Source: an optimization exercise on an open RTL-to-GDS flow (aim: small area, a short achievable clock period and few clock cycles per item). Production flows keep margins and buffers that such runs may drop. Function was checked by simulation only, so behaviour that the tests miss may differ from the original.

// ammod
module ammod (
    input  wire        clk,
    input  wire        rst,
    input  wire        cmd_valid,
    input  wire [31:0] cmd,
    input  wire [31:0] midx,
    input  wire [31:0] x,
    input  wire [2:0]  err_clr,
    output reg         cmd_ready,
    output reg  [31:0] yre,
    output wire [31:0] yim,
    output reg  [31:0] nidx,
    output reg         created,
    output reg  [1:0]  lasterr,
    output reg  [2:0]  errflags
);
Size in the first run: ~9,000 cells after synthesis, roughly 900 flip-flops, ~210 I/O pins, roughly 0.071 mm^2 of cells after synthesis.
clock: 24.0 ns
lec_check: 0
abc_area: 1
cap_margin: 60
core_margin: 2
core_utilization: 40
gpl_timing_driven: 1
place_density: 0.6
slew_margin: 60
run.sh (not shown) runs the stock make flow with config.mk's settings and CLKGATE_MAP_FILE= SYNTH_SCRIPT=/design/flow/synth_recipe.tcl, a recipe that flattens the netlist after the stock synthesis.
The first run finished with timing, DRC and antenna clean.
Testbench counts at the start, summed over its fixed seeds: cycles 28,366, steps 3,072.
Edit:
--- a/flow/config.mk
+++ b/flow/config.mk
@@ -12,3 +12,3 @@
 export GPL_TIMING_DRIVEN = 1
-export PLACE_DENSITY = 0.6
+export PLACE_DENSITY = 0.55
 export SLEW_MARGIN = 60
Result: The new run ran to the end with no violations. Worst setup slack loses 0.21 ns. Non-clock buffer count goes up by 4. Core utilization grows by 0.11 points. Synthesized cell count does not change. Wire length increases slightly. Maximum frequency decreases slightly.
Edit:
--- a/flow/config.mk
+++ b/flow/config.mk
@@ -8,3 +8,3 @@
 export ABC_AREA = 1
-export CAP_MARGIN = 60
+export CAP_MARGIN = 40
 export CORE_MARGIN = 2
@@ -12,3 +12,3 @@
 export GPL_TIMING_DRIVEN = 1
-export PLACE_DENSITY = 0.55
-export SLEW_MARGIN = 60
+export PLACE_DENSITY = 0.6
+export SLEW_MARGIN = 40
Outcome: The new run completed without violations. Routed wire length goes down by 0.52%. Worst setup slack degrades by 0.37 ns. Final cell count stays flat. Sequential share of layout area climbs by 0.22 points. First-iteration DRC count came out higher by 5.6%. Worst hold slack degrades by 0.0050 ns. Global-route usage drops by 0.30 points. Fmax fell by about 3%. Critical path depth is unchanged. Synthesized area does not change.

== v27 ==
ammod, a different RTL version from the one above (not shown whole).
For scale: about 8800 cells after synthesis, roughly 900 flip-flops, about 210 I/O pins, ~0.070 mm2 of cells after synthesis.
clock: 24.0 ns
lec_check: 0
abc_area: 1
cap_margin: 60
core_margin: 2
core_utilization: 45
gpl_timing_driven: 1
place_density: 0.65
slew_margin: 60
Testbench counts of v27, summed over its fixed seeds: cycles 28,366, steps 3,072.
diff inputs: v27 => v22
- CORE_UTILIZATION: 45 -> 40
- PLACE_DENSITY: 0.65 -> 0.6
==> comparison <==
[compare] base=v27 new=v22: global-route wire length before repair now larger; number of clock-tree buffers in the layout saw an increase. v22 vs. v27: setup slack shows an increase of 310 ps, total global routing track utilization decreased 2.4 points, final net count flat, signed area change from the synthesized netlist to the final layout now larger. On area of the multi-input gates, v27 tracks v22 almost exactly. Changes observed in v22 relative to v27: minimum period implied by the final worst setup slack now sits lower; number of filler cells placed in the layout picked up an extra 16%; final period utilization now sits lower.
Modified inputs, v32 compared to v22
- ABC_AREA removed (was 1)
### Flow results
Re simple-gate area share of the yosys netlist: v22 and v32 aren't equal, and the lower value belongs to v32. Delta (v32 minus v22): clock buffer count fell by 7.4%; number of cells on the critical path went down 42%; average wire per standard cell shows an increase of about 15%. Diff v22 and v32: register share of the cell area lower in v32. Source of the critical timing path: preg[28]$_DFF_P_ -> v22, preg[25]$_DFF_P_ -> v32. Final standard cell area without fillers of v32 exceeds that of v22 by a few percent. v32 vs. v22: global routing met2 resource utilization went up by 0.71 points. Worst hold-check slack: v22 and v32 compared, lower one is v32. Cmp v32 vs v22: first-pass GRT wire length higher in v32. Re XOR/XNOR share of the synthesized area: v32 is 1.2 points up on v22. v32 ended up with sky130_fd_sc_hd__edfxtp_1 as its most common cell after layout, fill and taps aside; v22 ended up with sky130_fd_sc_hd__nand2_1.

Setup of rev 12:
Another version of the RTL of ammod (not shown whole).
For scale: about 7,700 cells after synthesis, roughly 70,000 sq um of cells after synthesis.
==> flow/design.v (excerpt) <==
module ammod (
    input  wire        clk,
    input  wire        rst,
    input  wire        cmd_valid,
    input  wire [31:0] cmd,
    input  wire [31:0] midx,
    input  wire [31:0] x,
    input  wire [2:0]  err_clr,
    output reg         cmd_ready,
    output reg  [31:0] yre,
    output wire [31:0] yim,
    output reg  [31:0] nidx,
    output reg         created,
    output reg  [1:0]  lasterr,
    output reg  [2:0]  errflags
);
make LEC_CHECK=0 CAP_MARGIN=60 CORE_MARGIN=2 CORE_UTILIZATION=40 GPL_TIMING_DRIVEN=1 PLACE_DENSITY=0.6 SLEW_MARGIN=60 finish   # period 24.0 ns
Rev 12: PASS, flow complete, no timing, DRC or antenna violations
Testbench counts of rev 12, summed over its fixed seeds: cycles 29,390, steps 3,072.
Input changes introduced in rev 13 (baseline for comparison: rev 12):
- an added ABC_AREA of 1
==> results.txt <==
For rev 13, the most common cell after layout, fill and taps aside was nand2_1, unlike rev 12, where it was edfxtp_1.
Going from rev 12 to rev 13, growth of design area from synthesis to finish saw a decrease, time the final worst path needs with I/O delays and setup has increased.
Share of the cycle needed by the critical path after routing: rev 13 and rev 12 compared, lower one is rev 12
met4 as the topmost layer with routed signal wires was reported by rev 12, and met5 by rev 13.
Horizontal die dimension went down slightly going from rev 12 to rev 13.
Delta(area after synthesis, rev 13 - rev 12) < 0

separate check: timing with driven ports:
Ports are ideal in the flow. The routed layouts listed here were re-timed in OpenROAD. Step 1: set_driving_cell puts a clkbuf_16 on clk and a buf_2 on each other input, an assumption about the parent block. Step 2 adds t to the input delays and takes it off the output delays; t is the mean of the earliest and latest rising clock arrival at the registers after step 1. Input paths then give back, and output paths get back, about the clock's delay inside the block. Slacks: ideal / step 1 / step 2; pairs: ideal / step 1.
run | t (ns) | setup WS [ns] | worst data-port slew with drivers (ns)
the first run of note 1 | 0.754 | 12.544 / 12.544 / 12.544 | 0.21
the second run of note 1 | 0.768 | 12.334 / 12.334 / 12.334 | 0.07
the third run of note 1 | 0.754 | 11.959 / 11.959 / 11.959 | 0.19
v27 | 0.744 | 11.290 / 11.290 / 11.290 | 0.10
v22 | 0.732 | 11.602 / 11.602 / 11.602 | 0.07
v32 | 0.741 | 11.152 / 11.152 / 11.152 | 0.06
rev 12 | 0.799 | 11.743 / 11.743 / 11.743 | 0.08
rev 13 | 0.738 | 11.184 / 11.184 / 11.184 | 0.32
After both steps every run listed still meets setup and hold.
